Source: an optimization exercise on an open RTL-to-GDS flow (aim: small area, a short achievable clock period and few clock cycles per item). Production flows keep margins and buffers that such runs may drop.

==> flow/design.v <==
module sm3_core (
    input  wire         clk,
    input  wire         rst,         
    input  wire         start_i,
    input  wire         first_i,
    input  wire [511:0] block_i,     
    output wire         ready_o,
    output reg          done_o,
    output wire [255:0] digest_o     
);
    localparam [255:0] IV = {32'h7380166F, 32'h4914B2B9, 32'h172442D7, 32'hDA8A0600,
                             32'hA96F30BC, 32'h163138AA, 32'hE38DEE4D, 32'hB0FB0E4E};
    localparam [31:0]  T0 = 32'h79CC4519;
    localparam [31:0]  T1 = 32'h7A879D8A;
    function [31:0] p0;
        input [31:0] x;
        begin
            p0 = x ^ {x[22:0], x[31:23]} ^ {x[14:0], x[31:15]};
        end
    endfunction
    function [31:0] p1;
        input [31:0] x;
        begin
            p1 = x ^ {x[16:0], x[31:17]} ^ {x[8:0], x[31:9]};
        end
    endfunction
    function [31:0] add32;
        input [31:0] x, y;
        reg   [31:0] g, p;
        integer i, d;
        begin
            g = x & y;
            p = x ^ y;
            for (d = 1; d < 32; d = d * 2)
                for (i = 0; i < 32; i = i + 1)
                    if (i & d) begin
                        g[i] = g[i] | (p[i] & g[(i & ~(d - 1)) - 1]);
                        p[i] = p[i] & p[(i & ~(d - 1)) - 1];
                    end
            add32 = x ^ y ^ {g[30:0], 1'b0};
        end
    endfunction
    reg          busy_q;                 
    reg          rdy_q;                  
    reg          rdyo_q;                 
    reg  [5:0]   cnt_q;                  
    reg          early_q;                
    reg          late_q;                 
    reg          cv_q;                   
    reg          rcv_q;                  
    reg          rncv_q;                 
    reg          vf_q;                   
    reg  [255:0] v_q;                    
    reg  [255:0] s_q;                    
    reg  [511:0] w_q;                    
    reg  [31:0]  k_q;                    
    wire [31:0] wt [0:15];               
    wire [31:0] w0  = wt[0];             
    wire [31:0] w3  = wt[3];
    wire [31:0] w4  = wt[4];
    wire [31:0] w7  = wt[7];
    wire [31:0] w10 = wt[10];
    wire [31:0] w13 = wt[13];
    wire [31:0] w16 = p1(w0 ^ w7 ^ {w13[16:0], w13[31:17]})
                      ^ {w3[24:0], w3[31:25]} ^ w10;         
    wire [31:0] wp  = w0 ^ w4;                               
    wire [31:0] a, b, c, d, e, f, g, h;
    assign {a, b, c, d, e, f, g, h} = s_q;
    wire [31:0] a12 = {a[19:0], a[31:20]};
    wire [31:0] s0s = a12 ^ e ^ k_q;
    wire [31:0] s0c = (a12 & e) | (a12 & k_q) | (e & k_q);
    wire [31:0] sst = add32(s0s, {s0c[30:0], 1'b0});
    wire [31:0] ss1 = {sst[24:0], sst[31:25]};
    wire [31:0] ss2 = ss1 ^ a12;
    wire [31:0] fx  = a ^ b ^ c;
    wire [31:0] fm  = (a & b) | (a & c) | (b & c);
    wire [31:0] gx  = e ^ f ^ g;
    wire [31:0] gc  = (e & f) | (~e & g);
    wire [31:0] ff  = fm ^ ({32{early_q}} & (fm ^ fx));
    wire [31:0] gg  = gx ^ ({32{late_q}} & (gx ^ gc));
    wire [31:0] t1s = ff ^ d ^ wp;
    wire [31:0] t1c = {((ff & d) | (ff & wp) | (d & wp)), 1'b0};
    wire [31:0] x1  = add32(t1s, t1c);
    wire [31:0] tt1 = add32(x1, ss2);
    wire [31:0] t2s = gg ^ h ^ w0;
    wire [31:0] t2c = {((gg & h) | (gg & w0) | (h & w0)), 1'b0};
    wire [31:0] x2  = add32(t2s, t2c);
    wire [31:0] tt2 = add32(x2, ss1);
    wire [255:0] s_next = {tt1, a, {b[22:0], b[31:23]}, c,
                           p0(tt2), e, {f[12:0], f[31:13]}, g};
    wire [511:0] w_d;
    genvar gk;
    generate
        for (gk = 0; gk < 16; gk = gk + 1) begin : g_w
            wire [31:0] ws = w_q[511-32*gk -: 32];
            wire [31:0] bk = block_i[511-32*gk -: 32];
            if (gk % 2 == 0) begin : g_even
                assign wt[gk] = ws;
                assign w_d[511-32*gk -: 32] = (~w_q[479-32*gk -: 32] | {32{rdy_q}})
                                              & (bk | {32{busy_q}});
            end else begin : g_odd
                assign wt[gk] = ~ws;
                if (gk == 15) begin : g_last
                    assign w_d[31:0] = ~((w16 | {32{rdy_q}}) & (bk | {32{busy_q}}));
                end else begin : g_mid
                    assign w_d[511-32*gk -: 32] = ~((w_q[479-32*gk -: 32] | {32{rdy_q}})
                                                    & (bk | {32{busy_q}}));
                end
            end
        end
    endgenerate
    wire         last   = busy_q & (cnt_q == 6'd63);
    wire         acc    = start_i & rdy_q;
    wire         sel_iv = first_i | ~cv_q;             
    wire         ld_v   = rcv_q & ~first_i;            
    wire         ld_iv  = rncv_q | (rdy_q & first_i);  
    wire [255:0] v_use  = vf_q ? IV : v_q;
    wire         busy_n = ~rst & (acc | (busy_q & ~last));
    wire         rdy_n  = rst | (~acc & (rdy_q | last));
    wire         cv_n   = ~rst & (cv_q | acc);
    wire [5:0]   j_next = busy_q ? cnt_q + 6'd1 : 6'd0;
    assign ready_o  = rdyo_q;
    assign digest_o = v_q;
    always @(posedge clk) begin
        s_q <= ({256{busy_q}} & s_next) | ({256{ld_v}} & v_q) | ({256{ld_iv}} & IV);
        w_q <= w_d;
        if (last)
            v_q <= v_use ^ s_next;
        if (!busy_q)
            k_q <= T0;
        else if (cnt_q == 6'd15)
            k_q <= {T1[15:0], T1[31:16]};
        else
            k_q <= {k_q[30:0], k_q[31]};
        early_q <= (j_next < 6'd16);
        late_q  <= (j_next >= 6'd16);
        busy_q <= busy_n;
        rdy_q  <= rdy_n;
        rdyo_q <= ~busy_n;
        cv_q   <= cv_n;
        rcv_q  <= rdy_n & cv_n;
        rncv_q <= rdy_n & ~cv_n;
        if (rst) begin
            cnt_q  <= 6'd0;
            done_o <= 1'b0;
        end else begin
            done_o <= last;
            if (busy_q)
                cnt_q <= cnt_q + 6'd1;
            if (acc)
                vf_q <= sel_iv;
        end
    end
endmodule
clock: 20.0 ns
lec_check: 0
abc_area: 1
cap_margin: 20
core_margin: 2
core_utilization: 40
place_density: 0.6
slew_margin: 20
standard.sh (not shown) runs the stock make flow with config.mk's settings and CLKGATE_MAP_FILE= SYNTH_SCRIPT=/design/flow/synth_recipe.tcl, a recipe that flattens the netlist after the stock synthesis.
==> flow/flow/run.sh <==
#!/bin/bash
# Layout flow: the standard ORFS flow (standard synthesis unchanged),
# with each input and output port buffered by a small buf_1 cell instead of
# the delay buffer the placer picks by default, and a clock tree without
# dummy balancing loads.
set -euo pipefail
cd "$(dirname "$0")/.."
bash standard.sh "BUFFER_PORTS_ARGS=-buffer_cell sky130_fd_sc_hd__buf_1" \
  "CTS_ARGS=-sink_clustering_enable -repair_clock_nets -dont_use_dummy_load -buf_list sky130_fd_sc_hd__clkbuf_8 -root_buf sky130_fd_sc_hd__clkbuf_16 -sink_clustering_size 16 -sink_clustering_max_diameter 50" \
  finish > flow_make.log 2>&1
==> next run, changes <==
--- a/flow/design.v
+++ b/flow/design.v
@@ -53,15 +53,14 @@
     reg  [255:0] v_q;                    
     reg  [255:0] s_q;                    
     reg  [511:0] w_q;                    
     reg  [31:0]  k_q;                    
-    wire [31:0] wt [0:15];               
-    wire [31:0] w0  = wt[0];             
-    wire [31:0] w3  = wt[3];
-    wire [31:0] w4  = wt[4];
-    wire [31:0] w7  = wt[7];
-    wire [31:0] w10 = wt[10];
-    wire [31:0] w13 = wt[13];
+    wire [31:0] w0  = w_q[511:480];      
+    wire [31:0] w3  = w_q[415:384];
+    wire [31:0] w4  = w_q[383:352];
+    wire [31:0] w7  = w_q[287:256];
+    wire [31:0] w10 = w_q[191:160];
+    wire [31:0] w13 = w_q[95:64];
     wire [31:0] w16 = p1(w0 ^ w7 ^ {w13[16:0], w13[31:17]})
                       ^ {w3[24:0], w3[31:25]} ^ w10;         
     wire [31:0] wp  = w0 ^ w4;                               
     wire [31:0] a, b, c, d, e, f, g, h;
@@ -71,14 +70,10 @@
     wire [31:0] s0c = (a12 & e) | (a12 & k_q) | (e & k_q);
     wire [31:0] sst = add32(s0s, {s0c[30:0], 1'b0});
     wire [31:0] ss1 = {sst[24:0], sst[31:25]};
     wire [31:0] ss2 = ss1 ^ a12;
-    wire [31:0] fx  = a ^ b ^ c;
-    wire [31:0] fm  = (a & b) | (a & c) | (b & c);
-    wire [31:0] gx  = e ^ f ^ g;
-    wire [31:0] gc  = (e & f) | (~e & g);
-    wire [31:0] ff  = fm ^ ({32{early_q}} & (fm ^ fx));
-    wire [31:0] gg  = gx ^ ({32{late_q}} & (gx ^ gc));
+    wire [31:0] ff  = ({32{early_q}} & (a ^ b ^ c)) | ({32{late_q}} & ((a & b) | (a & c) | (b & c)));
+    wire [31:0] gg  = ({32{late_q}} & ((e & f) | (~e & g))) | ({32{early_q}} & (e ^ f ^ g));
     wire [31:0] t1s = ff ^ d ^ wp;
     wire [31:0] t1c = {((ff & d) | (ff & wp) | (d & wp)), 1'b0};
     wire [31:0] x1  = add32(t1s, t1c);
     wire [31:0] tt1 = add32(x1, ss2);
@@ -87,29 +82,9 @@
     wire [31:0] x2  = add32(t2s, t2c);
     wire [31:0] tt2 = add32(x2, ss1);
     wire [255:0] s_next = {tt1, a, {b[22:0], b[31:23]}, c,
                            p0(tt2), e, {f[12:0], f[31:13]}, g};
-    wire [511:0] w_d;
-    genvar gk;
-    generate
-        for (gk = 0; gk < 16; gk = gk + 1) begin : g_w
-            wire [31:0] ws = w_q[511-32*gk -: 32];
-            wire [31:0] bk = block_i[511-32*gk -: 32];
-            if (gk % 2 == 0) begin : g_even
-                assign wt[gk] = ws;
-                assign w_d[511-32*gk -: 32] = (~w_q[479-32*gk -: 32] | {32{rdy_q}})
-                                              & (bk | {32{busy_q}});
-            end else begin : g_odd
-                assign wt[gk] = ~ws;
-                if (gk == 15) begin : g_last
-                    assign w_d[31:0] = ~((w16 | {32{rdy_q}}) & (bk | {32{busy_q}}));
-                end else begin : g_mid
-                    assign w_d[511-32*gk -: 32] = ~((w_q[479-32*gk -: 32] | {32{rdy_q}})
-                                                    & (bk | {32{busy_q}}));
-                end
-            end
-        end
-    endgenerate
+    wire [511:0] w_next = {w_q[479:0], w16};
     wire         last   = busy_q & (cnt_q == 6'd63);
     wire         acc    = start_i & rdy_q;
     wire         sel_iv = first_i | ~cv_q;             
     wire         ld_v   = rcv_q & ~first_i;            
@@ -122,9 +97,9 @@
     assign ready_o  = rdyo_q;
     assign digest_o = v_q;
     always @(posedge clk) begin
         s_q <= ({256{busy_q}} & s_next) | ({256{ld_v}} & v_q) | ({256{ld_iv}} & IV);
-        w_q <= w_d;
+        w_q <= ({512{busy_q}} & w_next) | ({512{rdy_q}} & block_i);
         if (last)
             v_q <= v_use ^ s_next;
         if (!busy_q)
             k_q <= T0;
The changed run passed the timing, design-rule and antenna checks.
Utilization hardly moves.
Non-clock buffer count went down by 4.
Cell count climbs by 1.6%.
Cell area went up by 1.9%.
Area after synthesis came out higher by 2.3%.
Global-route usage went down by 0.55 points.
Via count increases by 2.4%.
Setup slack is worse by 0.23 ns.
Count of clock-buffer cells in the layout goes down by 11.
Routed wire length went up by 1.6%.
Die area rose by 2.2%.
Flip-flop and latch count is unchanged.
Function was not checked in any run of this note: the RTL went through the layout flow alone.

[re-timing with driven ports]
In the flow no input, the clock included, has a driving cell. The finished layouts below were timed again as built, in two steps.
Step 1 sets driving cells, clkbuf_16 on the clock port and buf_2 on the other inputs (assumed; they add their load-dependent delay and slew).
Step 2 also shifts input and output timing later by t, the mid clock arrival at the registers, as if the neighbouring blocks saw the same clock.
a / b / c = no drivers / after step 1 / after step 2; a / b = the first two.
| run | t (ns) | slack for setup (ns) | worst hold slack (ns) | worst register clock-pin slew, ns | cell pins on the clock port's net |
|---|---|---|---|---|---|
| the first run | 0.771 | 13.356 / 13.356 / 13.356 | 0.358 / 0.358 / 0.358 | 0.10 / 0.10 | 1 |
| the second run | 0.765 | 13.122 / 13.122 / 13.122 | 0.409 / 0.409 / 0.409 | 0.11 / 0.11 | 1 |
After both steps every run listed still meets setup and hold.
